Background: an optimization exercise with open tools, aiming at small area, a short achievable clock period and few clock cycles per item. Do not read the settings as production practice. The RTL was checked by simulation tests, not by an equivalence proof against the original design. Power and IR drop assume default switching activity.

==> job 8981: inputs <==
## lasp_filter_bank
module lasp_filter_bank (
    input  wire        clk,
    input  wire        rst,
    input  wire        cfg_we,
    input  wire [3:0]  cfg_addr,
    input  wire [31:0] cfg_data,
    output wire        cfg_ready,
    input  wire        in_valid,
    output wire        in_ready,
    input  wire [31:0] in_sample,
    output wire        out_valid,
    input  wire        out_ready,
    output wire [31:0] out_low,
    output wire [31:0] out_mid,
    output wire [31:0] out_high
);
==> flow/config.mk <==
export PLATFORM = sky130hd
export DESIGN_NAME = lasp_filter_bank
export DESIGN_NICKNAME = lasp_filter_bank
export VERILOG_FILES = /design/flow/design.v
export SDC_FILE = /design/flow/constraint.sdc
export NUM_CORES = 4
export LEC_CHECK = 0
export CAP_MARGIN = 20
export CORE_MARGIN = 2
export CORE_UTILIZATION = 40
export SLEW_MARGIN = 20
==> flow/constraint.sdc <==
create_clock -name core_clock -period 20.0 [get_ports {clk}]
set_input_delay 4.0000 -clock core_clock [delete_from_list [all_inputs] [get_ports {clk}]]
set_output_delay 4.0000 -clock core_clock [all_outputs]
set_load 0.01 [all_outputs]
standard.sh (not shown) runs the stock make flow with config.mk's settings and CLKGATE_MAP_FILE= SYNTH_SCRIPT=/design/flow/synth_recipe.tcl, a recipe that flattens the netlist after the stock synthesis.
==> flow/flow/run.sh <==
#!/bin/bash
# Layout flow: the standard synthesis and ORFS layout, with the timing
# repair steps asked to keep a setup margin, so that they size and buffer
# the paths for a shorter achieved period. The clock, the constraints and
# every step of the flow are the standard ones.
set -euo pipefail
MARGIN=${MARGIN:-14}
bash standard.sh synth > synth.log 2>&1
bash standard.sh SETUP_SLACK_MARGIN=$MARGIN finish > layout.log 2>&1
==> job 5107: changes against job 8981 <==
--- a/flow/design.v
+++ b/flow/design.v
@@ -32,38 +32,38 @@
         r_ov2 <= e46 > 12'sd275;
         r_sg  <= sa ^ sb;
         r_nan <= nan1;
         r_inf <= inf1;
         r_zer <= zer1;
     end
-    wire [47:0] ps = r_s + r_c;
-    wire [48:0] p  = {1'b0, ps};
+    wire [48:0] p = {1'b0, r_s + r_c};
     wire        is23 = (r_d == 6'd23);
     wire        up = is23 & p[47];           
-    wire        stl = |p[21:0];              
-    reg  [48:23] lowm;                       
+    reg  [48:0] lowm;                        
     reg         g, st, lsb;
     integer i;
     always @* begin
-        for (i = 23; i < 49; i = i + 1)
+        for (i = 0; i < 49; i = i + 1)
             lowm[i] = (i < r_d);
-        g = 1'b0; st = stl; lsb = 1'b0;
-        for (i = 22; i < 49; i = i + 1) begin
+        lowm[23] = lowm[23] | up;
+        g = 1'b0; st = 1'b0; lsb = 1'b0;
+        for (i = 0; i < 49; i = i + 1) begin
             if (i + 1 == r_d) g = p[i];
             if (i + 1 < r_d)  st = st | p[i];
             if (i == r_d)     lsb = p[i];
         end
+        if (up) begin
+            g   = p[23];
+            st  = |p[22:0];
+            lsb = p[24];
+        end
     end
-    wire        inca  = g & (st | lsb);
-    wire [48:23] kepta = p[48:23] & ~lowm;
-    wire [48:23] pinca = ((p[48:23] | lowm) + 26'd1) & ~lowm;
-    wire [48:23] pra   = inca ? pinca : kepta;
-    wire        incb  = p[23] & (stl | p[22] | p[24]);
-    wire [48:24] pinb  = p[48:24] + 25'd1;
-    wire [48:23] prb   = {incb ? pinb : p[48:24], 1'b0};
-    wire [48:23] pr    = up ? prb : pra;
+    wire        inc  = g & (st | lsb);
+    wire [48:0] kept = p & ~lowm;
+    wire [48:0] pinc = ((p | lowm) + 49'd1) & ~lowm;
+    wire [48:0] pr   = inc ? pinc : kept;
     wire        l48 = pr[48], l47 = pr[47], l46 = pr[46];
     wire [22:0] fr  = l48 ? pr[47:25] : l47 ? pr[46:24] : pr[45:23];
     wire [9:0]  er  = r_e + (l48 ? 10'd2 : l47 ? 10'd1 : 10'd0);
     wire        ovf = l48 ? r_ov2 : l47 ? r_ov1 : r_ov0;
     wire        zr  = ~(l48 | l47 | l46);
     always @(posedge clk) begin
@@ -3362,86 +3362,65 @@
     wire xa = (a[31:23] == 9'h1FF), xb = (bb[31:23] == 9'h1FF);
     wire a_nan = xa & a[22],  b_nan = xb & bb[22];
     wire a_inf = xa & ~a[22], b_inf = xb & ~bb[22];
     wire nan1 = a_nan | b_nan | (a_inf & b_inf & (a[32] ^ bb[32]));
     wire inf1 = a_inf | b_inf;
     wire isg1 = a_inf ? a[32] : bb[32];
-    wire [8:0]  ea = a[31:23], eb = bb[31:23];
-    wire [9:0]  dab = {1'b0, ea} - {1'b0, eb};
-    wire [8:0]  dba = eb - ea;
-    wire        swap = dab[9];
-    wire [26:0] a_al = {ea != 9'd0, a[22:0], 3'b000};
-    wire [26:0] b_al = {eb != 9'd0, bb[22:0], 3'b000};
-    reg  [26:0] ash, bsh;
-    reg         ast, bst;
+    wire        swap = bb[31:0] > a[31:0];
+    wire [32:0] p = swap ? bb : a;
+    wire [32:0] q = swap ? a : bb;
+    wire [8:0]  ep = p[31:23], eq = q[31:23];
+    wire [8:0]  d  = ep - eq;
+    wire [26:0] p_al = {ep != 9'd0, p[22:0], 3'b000};
+    wire [26:0] q_al = {eq != 9'd0, q[22:0], 3'b000};
+    reg  [26:0] q_sh;
+    reg         stk;
     always @* begin
-        if (dab[8:0] > 9'd26) begin
-            bsh = 27'd0;
-            bst = |b_al;
-        end else begin
-            bsh = b_al >> dab[4:0];
-            bst = |(b_al & ~({27{1'b1}} << dab[4:0]));
-        end
-        if (dba > 9'd26) begin
-            ash = 27'd0;
-            ast = |a_al;
+        if (d > 9'd26) begin
+            q_sh = 27'd0;
+            stk  = |q_al;
         end else begin
-            ash = a_al >> dba[4:0];
-            ast = |(a_al & ~({27{1'b1}} << dba[4:0]));
+            q_sh = q_al >> d[4:0];
+            stk  = |(q_al & ~({27{1'b1}} << d[4:0]));
         end
     end
-    wire [26:0] p_al = swap ? b_al : a_al;
-    wire [26:0] q_sh = swap ? ash : bsh;
-    wire        stk  = swap ? ast : bst;
-    wire [8:0]  ep   = swap ? eb : ea;
-    wire        esub = a[32] ^ bb[32];
+    wire        esub = p[32] ^ q[32];
     wire [27:0] qx = {1'b0, q_sh[26:1], q_sh[0] | stk};
-    wire [27:0] qm = esub ? ~qx : qx;
-    wire [27:0] sm = {1'b0, p_al} + qm + {27'd0, esub};
-    wire [26:0] alt = {1'b0, bb[22:0], 3'b000} - {1'b0, a[22:0], 3'b000};
-    wire        neg = esub & sm[27];
-    wire [27:0] s1 = neg ? {1'b0, alt} : sm;
-    wire        sg1 = (neg | swap) ? bb[32] : a[32];
+    wire [27:0] s1 = esub ? ({1'b0, p_al} - qx) : ({1'b0, p_al} + qx);
     reg [27:0] r_s;
     reg [8:0]  r_e;
     reg        r_sg, r_esub, r_nan, r_inf, r_isg;
     always @(posedge clk) begin
         r_s    <= s1;
         r_e    <= ep;
-        r_sg   <= sg1;
+        r_sg   <= p[32];
         r_esub <= esub;
         r_nan  <= nan1;
         r_inf  <= inf1;
         r_isg  <= isg1;
     end
-    wire        big = ~r_s[27] & ~r_s[26] & ~r_s[25];
-    reg [4:0]   lz;
+    reg [26:0] sn;
+    reg [4:0]  lz;
+    reg [9:0]  e2;
     integer i;
     always @* begin
         lz = 5'd0;
-        for (i = 0; i < 25; i = i + 1)
+        for (i = 0; i < 27; i = i + 1)
             if (r_s[i]) lz = 26 - i;
-    end
-    wire [26:0] sb = r_s[26:0] << lz;
-    wire [9:0]  eb2 = {1'b0, r_e} - {5'd0, lz};
-    reg  [23:0] sig;
-    reg         g, st;
-    reg  [9:0]  es;
-    always @* begin
         if (r_s[27]) begin
-            sig = r_s[27:4]; g = r_s[3]; st = |r_s[2:0]; es = {1'b0, r_e} + 10'd1;
-        end else if (r_s[26]) begin
-            sig = r_s[26:3]; g = r_s[2]; st = |r_s[1:0]; es = {1'b0, r_e};
+            sn = r_s[27:1] | {26'd0, r_s[0]};
+            e2 = {1'b0, r_e} + 10'd1;
         end else begin
-            sig = r_s[25:2]; g = r_s[1]; st = r_s[0];    es = {1'b0, r_e} - 10'd1;
+            sn = r_s[26:0] << lz;
+            e2 = {1'b0, r_e} - {5'd0, lz};
         end
     end
-    wire        rnd = g & (st | sig[0]);
-    wire [24:0] m   = {1'b0, sig} + {24'd0, rnd};
-    wire [9:0]  e3  = big ? eb2 : es + {9'd0, m[24]};
-    wire [22:0] f3  = big ? sb[25:3] : (m[24] ? 23'd0 : m[22:0]);
+    wire        rnd = sn[2] & (sn[3] | sn[1] | sn[0]);
+    wire [24:0] m   = {1'b0, sn[26:3]} + {24'd0, rnd};
+    wire [9:0]  e3  = e2 + {9'd0, m[24]};
+    wire [22:0] f3  = m[24] ? 23'd0 : m[22:0];
     wire        zs  = (r_s == 28'd0);
     always @(posedge clk) begin
         if (r_nan)
             y <= {1'b0, 9'h1FF, 1'b1, 22'd0};
         else if (r_inf)
             y <= {r_isg, 9'h1FF, 23'd0};
@@ -3505,16 +3484,14 @@
                 to_b32 = {v[32], e[7:0] - 8'd23, v[22:0]};
             else
                 to_b32 = {v[32], 8'd0, m[22:0]};
         end
     endfunction
     reg [2:0]  slot;         
-    reg [5:0]  oh;           
     reg [1:0]  m3;           
     reg [2:0]  ini;          
-    reg        zf;           
     reg        raw_full;
     reg [31:0] raw;
     reg        xv;           
     reg [32:0] x;
     reg        lv;           
     reg [32:0] lag0, lag1, lag2;
@@ -3560,20 +3537,21 @@
             cr1[k] <= cr2[k];
             cr2[k] <= hit[k] ? wval : cr0[k];
         end
     end
     wire [32:0] p0, p1, p2, yv, tv, q1, q2, z1, z2;
     reg  [32:0] td1, td2, pd1, pd2, pd3, pd4;
-    wire [32:0] xs = oh[3] ? lag0 : oh[4] ? lag1 : oh[5] ? lag2 : x;
+    wire [32:0] xs = (slot == 3'd3) ? lag0 : (slot == 3'd4) ? lag1 :
+                     (slot == 3'd5) ? lag2 : x;
     fp32_mul u_m0 (.clk(clk), .a(xs), .b(cr0[0]), .y(p0));
     fp32_mul u_m1 (.clk(clk), .a(xs), .b(cr0[1]), .y(p1));
     fp32_mul u_m2 (.clk(clk), .a(xs), .b(cr0[2]), .y(p2));
     wire [32:0] p0f = prd[2] ? p0 : NEG0;
     wire [32:0] p1f = prd[2] ? p1 : NEG0;
-    wire [32:0] z1f = zf ? POS0 : z1;
-    wire [32:0] z2f = zf ? POS0 : z2;
+    wire [32:0] z1f = (ini != 3'd0) ? POS0 : z1;
+    wire [32:0] z2f = (ini != 3'd0) ? POS0 : z2;
     fp32_add u_a0 (.clk(clk), .a(p0f), .b(z1f), .sub(1'b0), .y(yv));
     fp32_add u_a1 (.clk(clk), .a(p1f), .b(z2f), .sub(1'b0), .y(tv));
     wire [32:0] b1f = prd[4] ? cr0[3] : ONE;
     wire [32:0] b2f = prd[4] ? cr0[4] : ONE;
     wire [32:0] y2f = prd[4] ? yv : tv;
     fp32_mul u_m3 (.clk(clk), .a(b1f), .b(yv),  .y(q1));
@@ -3589,13 +3567,13 @@
     wire [31:0] yb = to_b32(yv);
     wire cfg_acc = cfg_we && cfg_rdy_r;
     wire in_acc  = in_valid && in_rdy_r;
     wire x_take  = (slot == 3'd2) && run1_q;              
     wire x_load  = raw_full && (!xv || x_take) && !wpend;
     wire o_take  = ov && out_ready;
-    wire o_move  = stg_full && !ov;
+    wire o_move  = stg_full && (!ov || out_ready);
     wire w_land  = wpend && |hit;
     reg        n_raw_full, n_xv, n_lv, n_wpend;
     reg [3:0]  n_busy;
     reg [1:0]  n_pend;
     always @* begin
         n_raw_full = in_acc ? 1'b1 : (x_load ? 1'b0 : raw_full);
@@ -3606,16 +3584,14 @@
                      (busy != 4'd0) ? busy - 4'd1 : 4'd0;
         n_pend     = pend + {1'b0, (slot == 3'd0) && run2_n} - {1'b0, o_take};
     end
     always @(posedge clk) begin
         if (rst) begin
             slot      <= 3'd0;
-            oh        <= 6'd1;
             m3        <= 2'd0;
             ini       <= 3'd6;
-            zf        <= 1'b1;
             raw_full  <= 1'b0;
             xv        <= 1'b0;
             lv        <= 1'b0;
             run1_q    <= 1'b0;
             run2_q    <= 1'b0;
             prd       <= 6'd0;
@@ -3625,16 +3601,14 @@
             cfg_rdy_r <= 1'b0;
             in_rdy_r  <= 1'b0;
             stg_full  <= 1'b0;
             ov        <= 1'b0;
         end else begin
             slot <= (slot == 3'd5) ? 3'd0 : slot + 3'd1;
-            oh   <= {oh[4:0], oh[5]};
             m3   <= (m3 == 2'd2) ? 2'd0 : m3 + 2'd1;
             if (ini != 3'd0) ini <= ini - 3'd1;
-            zf <= (ini > 3'd1);
             if (slot == 3'd0) begin
                 run1_q <= run1_n;
                 run2_q <= run2_n;
             end
             prd <= {prd[5:1], pr0};
             raw_full <= n_raw_full;
@@ -3650,15 +3624,15 @@
             else if (o_move)            stg_full <= 1'b0;
             if (o_move)      ov <= 1'b1;
             else if (o_take) ov <= 1'b0;
         end
     end
     always @(posedge clk) begin
-        if (!raw_full) raw <= in_sample;
+        if (in_acc) raw <= in_sample;
         if (x_load) x <= to_if(raw);
-        if (cfg_rdy_r) begin
+        if (cfg_acc) begin
             wc   <= (cfg_addr >= 4'd10) ? 2'd2 : (cfg_addr >= 4'd5) ? 2'd1 : 2'd0;
             wk   <= (cfg_addr >= 4'd10) ? cfg_addr[2:0] - 3'd2 :
                     (cfg_addr >= 4'd5)  ? cfg_addr[2:0] - 3'd5 : cfg_addr[2:0];
             wdat <= cfg_data;
         end
         if (prd[4]) begin
==> qor summary <==
metric	job 8981	job 5107
Transition time of the tightest slew-check pin	1200 ps	1400 ps
Sequential power	0.00571 W	0.00612 W
Switching power	0.00933 W	0.0121 W
Synth top area share	22.9%	23.3%
P_leak	106 nW	111 nW
Share of the clock period used by the worst path	34.1%	42.1%
Internal power	0.0116 W	0.0137 W
Min-delay src	cr1[1][25]	cr1[2][25]
Tapcells	7020	6942
Worst setup path endpoint	u_a1.r_s[26]	u_a1.r_s[25]
# clk buffers	291	299
Non-clock buffering overhead	4.84%	6.45%
Starting utilization of the core area	40.2%	40.2%
Number of setup buffers added after CTS	330	688
Crit. path cell count	34	46
Clock sink total	2158	2151
Multi-input gate area	158000 um2	157000 um2
Detail Route met2 WL	342 mm	354 mm
Dpl cell area	224000 um2	220000 um2
Width of the die	736 um	728 um
Run status	no timing/DRC/antenna violations	no timing/DRC/antenna violations
Testbench counts of job 8981, summed over its fixed seeds: cycles 4,944, items 800.
Testbench counts of job 5107, summed over its fixed seeds: cycles 4,944, items 800.

afterwards: timing with drivers on the ports:
The results above use ideal ports. As a check the final layouts listed here were re-extracted and re-timed, cells and wires unchanged.
Step 1 (the two cells are an assumption about what drives the block):
set clk [get_ports {clk}]
set_driving_cell -lib_cell sky130_fd_sc_hd__clkbuf_16 $clk
set_driving_cell -lib_cell sky130_fd_sc_hd__buf_2 [delete_from_list [all_inputs] $clk]
Step 2 adds t to the input delays and takes it off the output delays; t is the mean of the earliest and latest rising clock arrival at the registers after step 1. Input paths then give back, and output paths get back, about the clock's delay inside the block.
Three values: no drivers, after step 1, after step 2; two values: the first two.
run	t, ns	slack for setup (ns)	clock arrival spread, ns	worst slew at a driven data input, ns
job 8981	1.106	13.185 / 13.185 / 13.185	0.119 / 0.119	0.33
job 5107	1.105	11.579 / 11.579 / 11.579	0.146 / 0.146	0.29
After both steps setup and hold are still met in every run listed.
